This is an optimization exercise on Yosys and OpenROAD, whose aim is small area, a short achievable clock period and few clock cycles per item, not a production implementation. The RTL was checked by simulation tests, not by an equivalence proof against the original design.

==> build 13 <==
## adsb_encoder
module adsb_encoder (
    input  wire         clk,
    input  wire         rst,
    input  wire         in_valid,
    output wire         in_ready,
    input  wire [1:0]   op,
    input  wire [23:0]  icao,
    input  wire [2:0]   ca,
    input  wire [4:0]   tc,
    input  wire [1:0]   ss,
    input  wire         nicsb,
    input  wire         tbit,
    input  wire         surface,
    input  wire [31:0]  alt,       
    input  wire [31:0]  lat,       
    input  wire [31:0]  lon,       
    input  wire [63:0]  name,      
    input  wire [87:0]  msg,       
    output wire         out_valid,
    input  wire         out_ready,
    output wire [111:0] frame_e,   
    output wire [111:0] frame_o,
    output wire [7:0]   diag,
    output wire [23:0]  crc,
    output wire         err
);
    localparam [1:0] OP_POS = 2'd0, OP_ID = 2'd1;
    wire [8:0]  alt_z;
    adsb_alt_a u_alt_a (.alt(alt), .z(alt_z));
    wire [31:0] la = surface ? {lat[27:0], 4'd0} : lat;
    wire [31:0] lo = surface ? {lon[27:0], 4'd0} : lon;
    wire [5:0]  nl_base;
    wire        nl_past, nl_far;
    adsb_nl u_nl (.lat(lat), .base(nl_base), .past(nl_past), .far(nl_far));
    wire [16:0] yz_e, yz_o;
    adsb_cpr_lat u_lat (.la(la), .yz_e(yz_e), .yz_o(yz_o));
    wire [5:0]  nl_base_m1 = nl_base - 6'd1;
    wire [5:0]  nl = nl_past ? nl_base_m1 : nl_base;    
    function [6:0] char_code(input [7:0] ch);
        begin
            if (ch >= 8'h30 && ch <= 8'h39)
                char_code = {1'b0, ch[5:0]};
            else if ((ch >= 8'h41 && ch <= 8'h5A) || (ch >= 8'h61 && ch <= 8'h7A))
                char_code = {2'b00, ch[4:0]};
            else if (ch == 8'h5F)
                char_code = {1'b0, 6'd32};
            else
                char_code = {1'b1, 6'd32};
        end
  ...
export LEC_CHECK = 0
export CAP_MARGIN = 20
export CORE_MARGIN = 2
export CORE_UTILIZATION = 40
export PLACE_DENSITY = 0.6
export SLEW_MARGIN = 20
create_clock -name core_clock -period 34.0 [get_ports {clk}]
standard.sh (not shown) runs the stock make flow with config.mk's settings and CLKGATE_MAP_FILE= SYNTH_SCRIPT=/design/flow/synth_recipe.tcl, a recipe that flattens the netlist after the stock synthesis.
==> flow/flow/run.sh <==
#!/bin/bash
# The standard layout (standard.sh: ORFS synthesis to final layout, unchanged),
# with the port buffers that global placement inserts on every input and output
# made from sky130_fd_sc_hd__buf_1 instead of the cell buffer_ports picks by
# default (clkdlybuf4s50_1, a delay cell of 2.7 times the area and about 0.4 ns more
# delay). Every port still gets its own buffer.
set -euo pipefail
export BUFFER_PORTS_ARGS="-buffer_cell sky130_fd_sc_hd__buf_1"
bash standard.sh finish > standard_flow.log 2>&1
==> trial 30 (differences from build 13) <==
==> flow/flow/run.sh (replaced) <==
#!/bin/bash
# The standard layout (standard.sh: ORFS synthesis to final layout, unchanged),
# with the port buffers that global placement inserts on every input and output
# made from sky130_fd_sc_hd__buf_2 instead of the cell buffer_ports picks by
# default (clkdlybuf4s50_1, a delay cell of twice the area and about 0.4 ns more
# delay). Every port still gets its own buffer.
set -euo pipefail
export BUFFER_PORTS_ARGS="-buffer_cell sky130_fd_sc_hd__buf_2"
bash standard.sh finish > standard_flow.log 2>&1
==> flow_summary.json <==
{
  "grt_start_max_net_pins": 76,
  "crit_buf_inv": 3,
  "status": "timing/DRC/antenna clean",
  "cp_max_fo": 32,
  "critPathSlowestCell": "a32oi_1",
  "max_freq_ghz": 0.0689
}
Source of the figures above: trial 30

==> flow_summary.json <==
{
  "status": "timing/DRC/antenna clean",
  "max_freq_ghz": 0.0687,
  "wl_met1_um": 54200,
  "die_w_um": 293,
  "fin_crit_ps": 14560,
  "crit_buf_inv": 2,
  "grt_start_max_net_pins": 75,
  "drive_above_1_share_pct": 4.72
}
Source of the figures above: build 13

Testbench counts of build 13, summed over its fixed seeds: cycles 1,928, items 1,920.
Testbench counts of trial 30, summed over its fixed seeds: cycles 1,928, items 1,920.

static timing again, ports no longer ideal:
How much do the figures lean on ideal ports? The routed layouts below were timed once more, with nothing changed but the port constraints.
Step 1 assumes that a clkbuf_16 drives the clock port and a buf_2 every other input.
Step 2, shift: input delay + t, output delay - t, t = (earliest + latest rising clock arrival at the registers) / 2. This alone moves slack from input paths to output paths.
a / b / c = no drivers / after step 1 / after step 2; a / b = the first two.
| run | t (ns) | setup WS [ns] | worst setup path at the end | slew at the worst register clock pin (ns) | worst slew at a driven data input, ns |
|---|---|---|---|---|---|
| build 13 | 0.537 | 19.443 / 19.380 / 19.189 | input to register | 0.07 / 0.07 | 0.10 |
| trial 30 | 0.546 | 19.479 / 19.410 / 19.050 | input to register | 0.08 / 0.08 | 0.10 |
After both steps every run listed still meets setup and hold. The setup slack of trial 30, which loses most, moves by -0.069 ns with the drivers and by -0.429 ns with both steps.
